What follows belongs to an exercise in optimizing a design on an open flow for small area; a production flow would make more cautious choices. Where RTL was checked, it was by simulation tests only, not by an equivalence proof against the original. No activity file was given, so power comes from the tool's default toggle rates.

==> quartz <==
Design chipemu80_core, start of the top module:
module chipemu80_core (
    input  wire        clk,
    input  wire        rst,
    output reg         mem_valid,
    output reg         mem_we,
    output reg  [15:0] mem_addr,
    output wire [7:0]  mem_wdata,
    input  wire        mem_ready,
    input  wire [7:0]  mem_rdata,
    output wire        halted,
    output wire        faulted,
    output wire [17:0] fault_addr,    
    output wire [15:0] fault_pc,
    output wire [7:0]  fault_op,
    output wire        unk_valid,
    output wire [7:0]  unk_op,
    output wire [15:0] unk_pc,
    output wire        render_yield,
    output wire [55:0] state_regs,    
    output wire [15:0] state_pc,
    output wire [15:0] state_sp,
    output wire [5:0]  state_flags    
);
Settings: LEC_CHECK=0, CAP_MARGIN=20, CORE_MARGIN=2, CORE_UTILIZATION=40, PLACE_DENSITY=0.6, SLEW_MARGIN=20; clock period 8.0 ns.
standard.sh (not shown) runs the stock make flow with config.mk's settings and CLKGATE_MAP_FILE= SYNTH_SCRIPT=/design/flow/synth_recipe.tcl, a recipe that flattens the netlist after the stock synthesis.
==> flow/flow/run.sh <==
#!/bin/bash
set -euo pipefail
export BUFFER_PORTS_ARGS="-buffer_cell sky130_fd_sc_hd__buf_1"
export CTS_ARGS="-sink_clustering_enable -repair_clock_nets -dont_use_dummy_load -buf_list sky130_fd_sc_hd__clkbuf_8 -sink_clustering_size 20"
bash standard.sh > flow.log 2>&1
==> inputs of garnet, as changes to quartz <==
--- a/flow/design.v
+++ b/flow/design.v
@@ -20,29 +20,30 @@
     output wire [15:0] state_pc,
     output wire [15:0] state_sp,
     output wire [5:0]  state_flags    
 );
     localparam [4:0]
-        S_FRSP   = 5'b00001,
-        S_DEC    = 5'b00010,
-        S_RSP2   = 5'b00011,   
-        S_DONE   = 5'b00100,
-        S_HALT   = 5'b00110,
-        S_FAULT  = 5'b00111,
-        S_INIT   = 5'b01000,
-        S_PX     = 5'b01001,   
-        S_SPINC  = 5'b01010,   
-        S_RING8  = 5'b01011,   
-        S_CRING2 = 5'b01100,   
-        S_FETCH  = 5'b10000,
-        S_ORD    = 5'b10001,   
-        S_HRD    = 5'b10010,   
-        S_HWR    = 5'b11010,   
-        S_RRDL   = 5'b10100,   
-        S_RRDH   = 5'b10101,   
-        S_CWLO   = 5'b11100,   
-        S_CWHI   = 5'b11101;   
+        S_INIT   = 5'd0,
+        S_FETCH  = 5'd1,
+        S_FRSP   = 5'd2,
+        S_DEC    = 5'd3,
+        S_PX     = 5'd4,    
+        S_ORD    = 5'd5,    
+        S_ORSP   = 5'd6,    
+        S_HRD    = 5'd7,    
+        S_HWR    = 5'd8,    
+        S_RRDH   = 5'd9,    
+        S_SPINC  = 5'd10,   
+        S_RRDL   = 5'd11,   
+        S_RRSPL  = 5'd12,   
+        S_RING8  = 5'd13,   
+        S_CWLO   = 5'd14,   
+        S_CRING2 = 5'd15,   
+        S_CWHI   = 5'd16,   
+        S_DONE   = 5'd17,
+        S_HALT   = 5'd18,
+        S_FAULT  = 5'd19;
     reg [4:0]  state;
     reg [3:0]  cnt;
     reg [1:0]  ph;           
     reg        m_j;          
     reg        m_c;          
@@ -57,16 +58,17 @@
     wire st_fetch = (state == S_FETCH);
     wire st_frsp  = (state == S_FRSP);
     wire st_dec   = (state == S_DEC);
     wire st_px    = (state == S_PX);
     wire st_ord   = (state == S_ORD);
-    wire st_rsp2  = (state == S_RSP2);
+    wire st_orsp  = (state == S_ORSP);
     wire st_hrd   = (state == S_HRD);
     wire st_hwr   = (state == S_HWR);
     wire st_rrdh  = (state == S_RRDH);
     wire st_spinc = (state == S_SPINC);
     wire st_rrdl  = (state == S_RRDL);
+    wire st_rrspl = (state == S_RRSPL);
     wire st_ring8 = (state == S_RING8);
     wire st_cwlo  = (state == S_CWLO);
     wire st_cring = (state == S_CRING2);
     wire st_cwhi  = (state == S_CWHI);
     wire st_done  = (state == S_DONE);
@@ -144,11 +146,11 @@
         endcase
     end
     wire bus = ~st_init & (use_t ? t[0] : rz);
     wire sp_op  = st_spinc | st_cring;
     wire alu_a  = sp_op ? sp[0] : rA[0];
-    wire alu_b  = sp_op ? (cnt == 4'd1) : bus;
+    wire alu_b  = sp_op ? (cnt == 4'd0) : bus;
     wire sub    = sp_op ? st_cring : ~is_add;
     wire sum    = alu_a ^ alu_b ^ ca;
     wire cnext  = ((alu_a ^ sub) & alu_b) | ((alu_a ^ sub) & ca) | (alu_b & ca);
     wire alu_run = (reg_act & alu_op) | st_spinc | (st_cring & m_c);
     wire [7:0] sh_en;
@@ -159,63 +161,63 @@
                               (reg_act & ((wr_bus & (dest == k)) | (rd_z & (z == k)) |
                                           ((k == 7) & alu_op)));
         end
     endgenerate
     wire a_in = (reg_act & is_add) ? sum : ((st_init | (wr_bus & (dest == 3'd7))) ? bus : rA[0]);
-    wire ring   = (st_ring8 | st_cring) & cnt[3];
+    wire ring   = st_ring8 | (st_cring & ~cnt[3]);
     wire go_px  = st_dec & ~fault & ~is_halt & ~ret_taken & ~is_ldrm;
     wire pc_sh  = st_init | st_px | go_px | ring;
-    wire kb     = (cnt[2:0] == 3'd0) & ((~cnt[3] & (st_px | go_px)) | (st_ring8 & m_c));
+    wire kb     = (cnt == 4'd0) & (st_px | go_px | (st_ring8 & m_c));
     wire pc_sum = pc[0] ^ kb ^ cp;
     wire pc_in  = ~st_init & (ring ? op[0] : pc_sum);
-    wire t_load  = (st_px & (cnt == 4'd0) & ~m_j) | (st_rsp2 & m_j) | (st_spinc & (cnt == 4'd1));
+    wire t_load  = (st_px & (cnt == 4'd0) & ~m_j) | st_orsp | (st_spinc & (cnt == 4'd0));
     wire t_sh    = ring | (reg_act & (use_t | is_ldmr));
     wire t_in    = ring ? pc_sum : bus;
-    wire op_load = st_frsp | (st_px & (cnt == 4'd0) & m_j) | (st_rsp2 & ~m_j);
+    wire op_load = st_frsp | (st_px & (cnt == 4'd0) & m_j) | st_rrspl;
     wire sp_sh   = st_init | st_spinc | (st_cring & m_c);
     assign mem_wdata = t;
     always @(*) begin
-        mem_valid = state[4] & (~(state[3] & state[2]) | m_c);
-        mem_we    = state[3];
-        if (state[1])
+        mem_valid = st_fetch | st_ord | st_hrd | st_hwr | st_rrdh | st_rrdl |
+                    ((st_cwlo | st_cwhi) & m_c);
+        mem_we    = st_hwr | st_cwlo | st_cwhi;
+        if (st_hrd | st_hwr)
             mem_addr = {rH, rL};
-        else if (state[2])
-            mem_addr = {sp, state[0]};
+        else if (st_rrdh | st_rrdl | st_cwlo | st_cwhi)
+            mem_addr = {sp, st_rrdh | st_cwhi};
         else
             mem_addr = pc;
     end
     wire timed = st_init | st_px | go_px | st_spinc | st_ring8 | st_cring;
-    wire tdone = &cnt;
-    wire [3:0] preset = {st_rsp2, 2'b00, st_rrdh | st_cwlo};
     reg [4:0] nstate;
     always @(*) begin
         nstate = state;
         case (state)
-            S_INIT:   if (tdone) nstate = S_FETCH;
+            S_INIT:   if (cnt == 4'd15) nstate = S_FETCH;
             S_FETCH:  if (mem_ready) nstate = S_FRSP;
             S_FRSP:   nstate = S_DEC;
             S_DEC: begin
                 if (fault)          nstate = S_FAULT;
                 else if (is_halt)   nstate = S_HALT;
                 else if (ret_taken) nstate = S_RRDH;
                 else if (is_ldrm)   nstate = S_HRD;
                 else                nstate = S_PX;
             end
-            S_PX: if (tdone) begin
+            S_PX: if (cnt == 4'd15) begin
                 if (~m_j & (ph == lenm1)) nstate = is_ldmr ? S_HWR : S_DONE;
                 else                      nstate = S_ORD;
             end
-            S_ORD:    if (mem_ready) nstate = (m_j & ph[0]) ? S_RSP2 : S_PX;
-            S_RSP2:   nstate = S_RING8;
+            S_ORD:    if (mem_ready) nstate = (m_j & ph[0]) ? S_ORSP : S_PX;
+            S_ORSP:   nstate = S_RING8;
             S_HRD:    if (mem_ready) nstate = S_PX;
             S_HWR:    if (mem_ready) nstate = S_DONE;
             S_RRDH:   if (mem_ready) nstate = S_SPINC;
-            S_SPINC:  if (tdone) nstate = S_RRDL;
-            S_RRDL:   if (mem_ready) nstate = S_RSP2;
-            S_RING8:  if (tdone) nstate = S_CWLO;
+            S_SPINC:  if (cnt == 4'd14) nstate = S_RRDL;
+            S_RRDL:   if (mem_ready) nstate = S_RRSPL;
+            S_RRSPL:  nstate = S_RING8;
+            S_RING8:  if (cnt == 4'd7) nstate = S_CWLO;
             S_CWLO:   if (mem_ready | ~m_c) nstate = S_CRING2;
-            S_CRING2: if (tdone) nstate = S_CWHI;
+            S_CRING2: if (cnt == 4'd14) nstate = S_CWHI;
             S_CWHI:   if (mem_ready | ~m_c) nstate = S_DONE;
             S_DONE:   nstate = S_FETCH;
             S_HALT:   ;
             S_FAULT:  ;
             default:  nstate = S_FAULT;
@@ -225,11 +227,11 @@
         if (rst) begin
             state <= S_INIT;
             cnt   <= 4'd0;
         end else begin
             state <= nstate;
-            cnt   <= timed ? cnt + 4'd1 : preset;
+            cnt   <= (timed & (nstate == state | go_px)) ? cnt + 4'd1 : 4'd0;
         end
     end
     always @(posedge clk) begin
         if (st_dec) begin
             ph  <= 2'd0;
==> flow/run.sh (new file) <==
#!/bin/bash
# synth_recipe.tcl (not shown) runs the flow's synth.tcl, then flattens the netlist and writes it again
# the make line also repeats each setting of config.mk as NAME=value (left out here)
make -C /OpenROAD-flow-scripts/flow DESIGN_CONFIG=/design/flow/config.mk WORK_HOME=/design/flow/orfs CLKGATE_MAP_FILE= SYNTH_SCRIPT=/design/flow/synth_recipe.tcl finish
removed: flow/flow/run.sh
removed: flow/standard.sh
==> inputs of tundra, as changes to quartz <==
--- a/flow/design.v
+++ b/flow/design.v
@@ -20,29 +20,30 @@
     output wire [15:0] state_pc,
     output wire [15:0] state_sp,
     output wire [5:0]  state_flags    
 );
     localparam [4:0]
-        S_FRSP   = 5'b00001,
-        S_DEC    = 5'b00010,
-        S_RSP2   = 5'b00011,   
-        S_DONE   = 5'b00100,
-        S_HALT   = 5'b00110,
-        S_FAULT  = 5'b00111,
-        S_INIT   = 5'b01000,
-        S_PX     = 5'b01001,   
-        S_SPINC  = 5'b01010,   
-        S_RING8  = 5'b01011,   
-        S_CRING2 = 5'b01100,   
-        S_FETCH  = 5'b10000,
-        S_ORD    = 5'b10001,   
-        S_HRD    = 5'b10010,   
-        S_HWR    = 5'b11010,   
-        S_RRDL   = 5'b10100,   
-        S_RRDH   = 5'b10101,   
-        S_CWLO   = 5'b11100,   
-        S_CWHI   = 5'b11101;   
+        S_INIT   = 5'd0,
+        S_FETCH  = 5'd1,
+        S_FRSP   = 5'd2,
+        S_DEC    = 5'd3,
+        S_PX     = 5'd4,    
+        S_ORD    = 5'd5,    
+        S_ORSP   = 5'd6,    
+        S_HRD    = 5'd7,    
+        S_HWR    = 5'd8,    
+        S_RRDH   = 5'd9,    
+        S_SPINC  = 5'd10,   
+        S_RRDL   = 5'd11,   
+        S_RRSPL  = 5'd12,   
+        S_RING8  = 5'd13,   
+        S_CWLO   = 5'd14,   
+        S_CRING2 = 5'd15,   
+        S_CWHI   = 5'd16,   
+        S_DONE   = 5'd17,
+        S_HALT   = 5'd18,
+        S_FAULT  = 5'd19;
     reg [4:0]  state;
     reg [3:0]  cnt;
     reg [1:0]  ph;           
     reg        m_j;          
     reg        m_c;          
@@ -57,16 +58,17 @@
     wire st_fetch = (state == S_FETCH);
     wire st_frsp  = (state == S_FRSP);
     wire st_dec   = (state == S_DEC);
     wire st_px    = (state == S_PX);
     wire st_ord   = (state == S_ORD);
-    wire st_rsp2  = (state == S_RSP2);
+    wire st_orsp  = (state == S_ORSP);
     wire st_hrd   = (state == S_HRD);
     wire st_hwr   = (state == S_HWR);
     wire st_rrdh  = (state == S_RRDH);
     wire st_spinc = (state == S_SPINC);
     wire st_rrdl  = (state == S_RRDL);
+    wire st_rrspl = (state == S_RRSPL);
     wire st_ring8 = (state == S_RING8);
     wire st_cwlo  = (state == S_CWLO);
     wire st_cring = (state == S_CRING2);
     wire st_cwhi  = (state == S_CWHI);
     wire st_done  = (state == S_DONE);
@@ -144,11 +146,11 @@
         endcase
     end
     wire bus = ~st_init & (use_t ? t[0] : rz);
     wire sp_op  = st_spinc | st_cring;
     wire alu_a  = sp_op ? sp[0] : rA[0];
-    wire alu_b  = sp_op ? (cnt == 4'd1) : bus;
+    wire alu_b  = sp_op ? (cnt == 4'd0) : bus;
     wire sub    = sp_op ? st_cring : ~is_add;
     wire sum    = alu_a ^ alu_b ^ ca;
     wire cnext  = ((alu_a ^ sub) & alu_b) | ((alu_a ^ sub) & ca) | (alu_b & ca);
     wire alu_run = (reg_act & alu_op) | st_spinc | (st_cring & m_c);
     wire [7:0] sh_en;
@@ -159,63 +161,63 @@
                               (reg_act & ((wr_bus & (dest == k)) | (rd_z & (z == k)) |
                                           ((k == 7) & alu_op)));
         end
     endgenerate
     wire a_in = (reg_act & is_add) ? sum : ((st_init | (wr_bus & (dest == 3'd7))) ? bus : rA[0]);
-    wire ring   = (st_ring8 | st_cring) & cnt[3];
+    wire ring   = st_ring8 | (st_cring & ~cnt[3]);
     wire go_px  = st_dec & ~fault & ~is_halt & ~ret_taken & ~is_ldrm;
     wire pc_sh  = st_init | st_px | go_px | ring;
-    wire kb     = (cnt[2:0] == 3'd0) & ((~cnt[3] & (st_px | go_px)) | (st_ring8 & m_c));
+    wire kb     = (cnt == 4'd0) & (st_px | go_px | (st_ring8 & m_c));
     wire pc_sum = pc[0] ^ kb ^ cp;
     wire pc_in  = ~st_init & (ring ? op[0] : pc_sum);
-    wire t_load  = (st_px & (cnt == 4'd0) & ~m_j) | (st_rsp2 & m_j) | (st_spinc & (cnt == 4'd1));
+    wire t_load  = (st_px & (cnt == 4'd0) & ~m_j) | st_orsp | (st_spinc & (cnt == 4'd0));
     wire t_sh    = ring | (reg_act & (use_t | is_ldmr));
     wire t_in    = ring ? pc_sum : bus;
-    wire op_load = st_frsp | (st_px & (cnt == 4'd0) & m_j) | (st_rsp2 & ~m_j);
+    wire op_load = st_frsp | (st_px & (cnt == 4'd0) & m_j) | st_rrspl;
     wire sp_sh   = st_init | st_spinc | (st_cring & m_c);
     assign mem_wdata = t;
     always @(*) begin
-        mem_valid = state[4] & (~(state[3] & state[2]) | m_c);
-        mem_we    = state[3];
-        if (state[1])
+        mem_valid = st_fetch | st_ord | st_hrd | st_hwr | st_rrdh | st_rrdl |
+                    ((st_cwlo | st_cwhi) & m_c);
+        mem_we    = st_hwr | st_cwlo | st_cwhi;
+        if (st_hrd | st_hwr)
             mem_addr = {rH, rL};
-        else if (state[2])
-            mem_addr = {sp, state[0]};
+        else if (st_rrdh | st_rrdl | st_cwlo | st_cwhi)
+            mem_addr = {sp, st_rrdh | st_cwhi};
         else
             mem_addr = pc;
     end
     wire timed = st_init | st_px | go_px | st_spinc | st_ring8 | st_cring;
-    wire tdone = &cnt;
-    wire [3:0] preset = {st_rsp2, 2'b00, st_rrdh | st_cwlo};
     reg [4:0] nstate;
     always @(*) begin
         nstate = state;
         case (state)
-            S_INIT:   if (tdone) nstate = S_FETCH;
+            S_INIT:   if (cnt == 4'd15) nstate = S_FETCH;
             S_FETCH:  if (mem_ready) nstate = S_FRSP;
             S_FRSP:   nstate = S_DEC;
             S_DEC: begin
                 if (fault)          nstate = S_FAULT;
                 else if (is_halt)   nstate = S_HALT;
                 else if (ret_taken) nstate = S_RRDH;
                 else if (is_ldrm)   nstate = S_HRD;
                 else                nstate = S_PX;
             end
-            S_PX: if (tdone) begin
+            S_PX: if (cnt == 4'd15) begin
                 if (~m_j & (ph == lenm1)) nstate = is_ldmr ? S_HWR : S_DONE;
                 else                      nstate = S_ORD;
             end
-            S_ORD:    if (mem_ready) nstate = (m_j & ph[0]) ? S_RSP2 : S_PX;
-            S_RSP2:   nstate = S_RING8;
+            S_ORD:    if (mem_ready) nstate = (m_j & ph[0]) ? S_ORSP : S_PX;
+            S_ORSP:   nstate = S_RING8;
             S_HRD:    if (mem_ready) nstate = S_PX;
             S_HWR:    if (mem_ready) nstate = S_DONE;
             S_RRDH:   if (mem_ready) nstate = S_SPINC;
-            S_SPINC:  if (tdone) nstate = S_RRDL;
-            S_RRDL:   if (mem_ready) nstate = S_RSP2;
-            S_RING8:  if (tdone) nstate = S_CWLO;
+            S_SPINC:  if (cnt == 4'd14) nstate = S_RRDL;
+            S_RRDL:   if (mem_ready) nstate = S_RRSPL;
+            S_RRSPL:  nstate = S_RING8;
+            S_RING8:  if (cnt == 4'd7) nstate = S_CWLO;
             S_CWLO:   if (mem_ready | ~m_c) nstate = S_CRING2;
-            S_CRING2: if (tdone) nstate = S_CWHI;
+            S_CRING2: if (cnt == 4'd14) nstate = S_CWHI;
             S_CWHI:   if (mem_ready | ~m_c) nstate = S_DONE;
             S_DONE:   nstate = S_FETCH;
             S_HALT:   ;
             S_FAULT:  ;
             default:  nstate = S_FAULT;
@@ -225,11 +227,11 @@
         if (rst) begin
             state <= S_INIT;
             cnt   <= 4'd0;
         end else begin
             state <= nstate;
-            cnt   <= timed ? cnt + 4'd1 : preset;
+            cnt   <= (timed & (nstate == state | go_px)) ? cnt + 4'd1 : 4'd0;
         end
     end
     always @(posedge clk) begin
         if (st_dec) begin
             ph  <= 2'd0;
==> flow/flow/run.sh (replaced) <==
#!/bin/bash
set -euo pipefail
export BUFFER_PORTS_ARGS="-buffer_cell sky130_fd_sc_hd__buf_1"
bash standard.sh > flow.log 2>&1
==> qor summary <==
| quantity | tundra | garnet | quartz |
|---|---|---|---|
| Status | finished clean | finished clean | finished clean |
| Area share of buffers outside the clock network | 9.718% | 21.49% | 10.12% |
| Fraction of the mapped netlist area in compound gates | 12.46% | 12.46% | 13.33% |
| Overall global routing resource usage | 19.80% | 21.94% | 20.76% |
| Delay of the slowest cell on the worst path | 670 ps | 690 ps | 770 ps |
| Maximum number of pins on one net before global-route repair | 37 | 37 | 59 |
| CP startpoint | op[0] | op[0] | op[2] |
| Min-Delay Startpoint | rE[4] | rC[3] | rA[6] |
| Number of cells produced by synthesis | 675 | 675 | 642 |
| Final net count | 818 | 818 | 785 |
| Maximum fanout along the worst path | 21 | 21 | 19 |
| Placement Setup Slack | 3432 ps | 3039 ps | 3613 ps |
| Post-Syn Area per Cell | 10.55 um2 | 10.55 um2 | 10.91 um2 |
| Achievable clock frequency | 207.7 MHz | 191.8 MHz | 205.4 MHz |
| Placeable core area | 0.01736 mm2 | 0.01736 mm2 | 0.01718 mm2 |
| WHS | 444.0 ps | 447.6 ps | 450.0 ps |
| Power in sequential cells | 0.710 mW | 0.711 mW | 1.50 mW |
| Maximum VDD drop | 0.1292 mV | 0.1466 mV | 0.2026 mV |
| Final Wtd Congestion | 0.9005 | 0.9109 | 0.9035 |
| Register-to-Register Setup Slack | 3990 ps | 3900 ps | 4030 ps |
| Yosys cell types | 79 | 79 | 76 |
| Sw frac | 22.11% | 21.73% | 45.23% |
| Register clock-pin slew on the reported worst setup and hold paths | 60 ps | 60 ps | 70 ps |
| Area after detailed placement | 0.007553 mm2 | 0.008781 mm2 | 0.007416 mm2 |
The RTL of quartz was laid out without a check of its function.

## separate check: timing with driven ports
The flow's constraints put no driver on any port. The routed layouts listed below were extracted and timed again, unchanged, in two steps.
Step 1 assumes that a clkbuf_16 drives the clock port and a buf_2 every other input.
Step 2 times the ports against the registers' clock, not the clock port: input delays grow and output delays shrink by t, the midpoint of the rising clock arrivals with the driver on.
Three values: no drivers, after step 1, after step 2; two values: the first two.
| run | t (ns) | slack for setup (ns) | hold slack, ns | worst setup path after step 2 | pins driven straight from the clock port |
|---|---|---|---|---|---|
| quartz | 0.472 | 3.131 / 3.091 / 3.562 | 0.450 / 0.450 / 0.450 | register to output | 1 |
| garnet | 0.463 | 2.787 / 2.744 / 3.207 | 0.448 / 0.448 / 0.448 | register to output | 1 |
| tundra | 0.454 | 3.184 / 3.145 / 3.598 | 0.444 / 0.444 / 0.444 | register to output | 1 |
After both steps setup and hold are still met in every run listed.
